Background: an optimization exercise with open tools, aiming at small area, a short achievable clock period and few clock cycles per item. Do not read the settings as production practice.
Function was checked by simulation only, so behaviour that the tests miss may differ from the original.
No activity file was given, so power comes from the tool's default toggle rates.

==> inputs of violet <==
// ghash_acc
module ghash_acc (
    input  wire         clk,
    input  wire         rst,         
    input  wire         in_valid,
    output wire         in_ready,
    input  wire [1:0]   in_op,
    input  wire [127:0] in_data,
    output wire [127:0] y,
    output wire         y_valid
);
    reg [127:0] h_q;      
    reg [127:0] x_q;      
    reg [127:0] z_q;      
    reg [2:0]   cnt_q;    
    reg         busy_q;
    reg         last_q;   
    reg         hz_q;     
    reg         rdy_q;    
    reg         nrdy_q;   
    reg         yv_q;     
    assign in_ready = rdy_q;
    assign y_valid  = yv_q;
    assign y        = z_q;
    wire accept = in_valid && !nrdy_q;
    wire start  = accept && in_op == 2'd0 && !hz_q;
    wire clr    = rst || (accept && in_op != 2'd2);
    wire busy_n = !rst && (start || (busy_q && !last_q));
    wire [2:0] cnt_n = (rst || !busy_q) ? 3'd0 : cnt_q + 3'd1;
    reg [44:0] hx_q;
    wire [44:0] hx_n;
    assign hx_n[0] = (in_data[0] ^ in_data[121]);
    assign hx_n[1] = (in_data[0] ^ in_data[126]);
    assign hx_n[2] = (in_data[0] ^ in_data[127]);
    assign hx_n[3] = (in_data[1] ^ in_data[122]);
    assign hx_n[4] = ((in_data[0] ^ in_data[1]) ^ in_data[127]);
    assign hx_n[5] = (in_data[0] ^ in_data[1]);
    assign hx_n[6] = (in_data[2] ^ in_data[123]);
  ...
make LEC_CHECK=0 CAP_MARGIN=20 CORE_MARGIN=2 CORE_UTILIZATION=55 PLACE_DENSITY=0.7 SETUP_SLACK_MARGIN=2.3 SLEW_MARGIN=20 finish   # period 5.0 ns
run.sh (not shown) runs the stock make flow with config.mk's settings and CLKGATE_MAP_FILE= SYNTH_SCRIPT=/design/flow/synth_recipe.tcl, a recipe that flattens the netlist after the stock synthesis.
==> pepper: changes against violet <==
--- a/flow/design.v
+++ b/flow/design.v
@@ -17,17 +17,17 @@
     reg         hz_q;     
     reg         rdy_q;    
     reg         nrdy_q;   
     reg         yv_q;     
     assign in_ready = rdy_q;
     assign y_valid  = yv_q;
     assign y        = z_q;
     wire accept = in_valid && !nrdy_q;
-    wire start  = accept && in_op == 2'd0 && !hz_q;
+    wire start  = accept && in_op == 2'd0 && !hz_q && !rst;
     wire clr    = rst || (accept && in_op != 2'd2);
     wire busy_n = !rst && (start || (busy_q && !last_q));
     wire [2:0] cnt_n = (rst || !busy_q) ? 3'd0 : cnt_q + 3'd1;
     reg [44:0] hx_q;
     wire [44:0] hx_n;
     assign hx_n[0] = (in_data[0] ^ in_data[121]);
     assign hx_n[1] = (in_data[0] ^ in_data[126]);
     assign hx_n[2] = (in_data[0] ^ in_data[127]);
@@ -325,35 +325,33 @@
     assign zx[120] = ((z_q[8] ^ z_q[9]) ^ (z_q[10] ^ z_q[15]));
     assign zx[121] = ((z_q[9] ^ z_q[10]) ^ z_q[11]);
     assign zx[122] = ((z_q[10] ^ z_q[11]) ^ z_q[12]);
     assign zx[123] = ((z_q[11] ^ z_q[12]) ^ z_q[13]);
     assign zx[124] = ((z_q[12] ^ z_q[13]) ^ z_q[14]);
     assign zx[125] = ((z_q[13] ^ z_q[14]) ^ z_q[15]);
     assign zx[126] = (z_q[14] ^ z_q[15]);
     assign zx[127] = z_q[15];
-    wire [127:0] zn = pt ^ zx;                   
-    wire [127:0] an = busy_q ? (pt ^ (zx ^ in_data)) : (z_q ^ in_data);
+    wire [127:0] e  = busy_q ? zx : z_q;
     always @(posedge clk) begin
         busy_q <= busy_n;
         cnt_q  <= cnt_n;
         last_q <= busy_n && cnt_n == 3'd7;
         rdy_q  <= !busy_n || cnt_n == 3'd7;
         nrdy_q <= busy_n && cnt_n != 3'd7;
         yv_q   <= !busy_n;
         if (rst)
             hz_q <= 1'b1;
         else if (accept && in_op[1])
             hz_q <= 1'b0;
         if (accept && in_op[1]) begin
             h_q  <= in_data;
             hx_q <= hx_n;
         end
-        if (!nrdy_q)
-            x_q <= an;
+        if (start)
+            x_q <= pt ^ (in_data ^ e);
+        else if (rst)
+            x_q <= 128'd0;
         else
             x_q <= x_q >> 16;
-        if (clr)
-            z_q <= 128'd0;
-        else if (busy_q)
-            z_q <= zn;
+        z_q <= clr ? 128'd0 : pt ^ e;
     end
 endmodule
==> flow/flow/run.sh (new file) <==
#!/bin/bash
# The standard layout (standard.sh: the ORFS flow with the standard synthesis),
# with the port buffers made of sky130_fd_sc_hd__buf_4 instead of the cell
# buffer_ports picks by default. make's full output goes to standard_flow.log;
# each ORFS step keeps its own log under orfs/logs/.
set -euo pipefail
export BUFFER_PORTS_ARGS="-buffer_cell sky130_fd_sc_hd__buf_4"
bash standard.sh > standard_flow.log 2>&1
==> flow/standard.sh (new file) <==
#!/bin/bash
# synth_recipe.tcl (not shown) runs the flow's synth.tcl, then flattens the netlist and writes it again
# the make line also repeats each setting of config.mk as NAME=value (left out here)
make -C /OpenROAD-flow-scripts/flow DESIGN_CONFIG=/design/flow/config.mk WORK_HOME=/design/flow/orfs CLKGATE_MAP_FILE= SYNTH_SCRIPT=/design/flow/synth_recipe.tcl "${@:-finish}"
removed: flow/run.sh
==> run summary <==
quantity                                                             violet      pepper
Result of the run                                  timing/DRC/antenna clean  timing/DRC/antenna clean
Wire length of the first global-routing pass                         263 mm      248 mm
Via count of the first global-routing pass                            40295       37188
Last weighted congestion value of the routability-driven placer       0.903       0.906
Placed cell count                                                      6906        6563
Total leakage power                                               0.0217 uW   0.0151 uW
FF-to-FF setup slack                                                2.23 ns     2.28 ns
Cell count after synthesis                                             6054        5705
Global-route track usage on met3                                      9.81%       8.95%
Total power consumption of the routed design                       20600 uW    11300 uW
Largest net degree at the start of global routing                       110         117
Sequential element share of the synthesized area                      22.8%       23.4%
HPWL after DPL                                                       105 mm      102 mm
Sequential cell area                                              10700 um2   10600 um2
Clock network fraction of total power                                 18.4%       36.7%
Routed length on met1                                               64.1 mm     62.1 mm
Stage delay of the slowest cell on the critical path                0.62 ns     0.65 ns
Crit path max fanout                                                     16          14
Slew at the pin with the worst max-slew slack                       1.06 ns     1.05 ns
Syn Std Cell Area                                                 46100 um2   44900 um2
Count of plain and timing-repair buffers                                715         467
Sequential group share of total power                                 21.2%       39.0%
Routed wire per std cell                                            24.9 um     25.1 um
Testbench counts of violet, summed over its fixed seeds: cycles 21,234, items 2,506.
Testbench counts of pepper, summed over its fixed seeds: cycles 21,234, items 2,506.

-- port drivers added, routing unchanged --
How much do the figures lean on ideal ports? The routed layouts below were timed once more, with nothing changed but the port constraints. Step 1, drivers: a clkbuf_16 drives clk and a buf_2 each remaining input, both assumed. Step 2 also shifts input and output timing later by t, the mid clock arrival at the registers, as if the neighbouring blocks saw the same clock. Three values: ideal ports, drivers, drivers and shift; two values: the first two.
run | shift t [ns] | setup slack, ns | worst register clock-pin slew, ns | worst slew at a driven data input, ns | cell pins on the clock port's net
violet | 0.693 | 2.230 / 2.225 / 1.751 | 0.07 / 0.07 | 0.06 | 1
pepper | 0.708 | 2.281 / 2.281 / 1.777 | 0.07 / 0.07 | 0.07 | 1
After both steps every run listed still meets setup and hold. The setup slack of pepper, which loses most, moves by 0.000 ns with the drivers and by -0.504 ns with both steps.
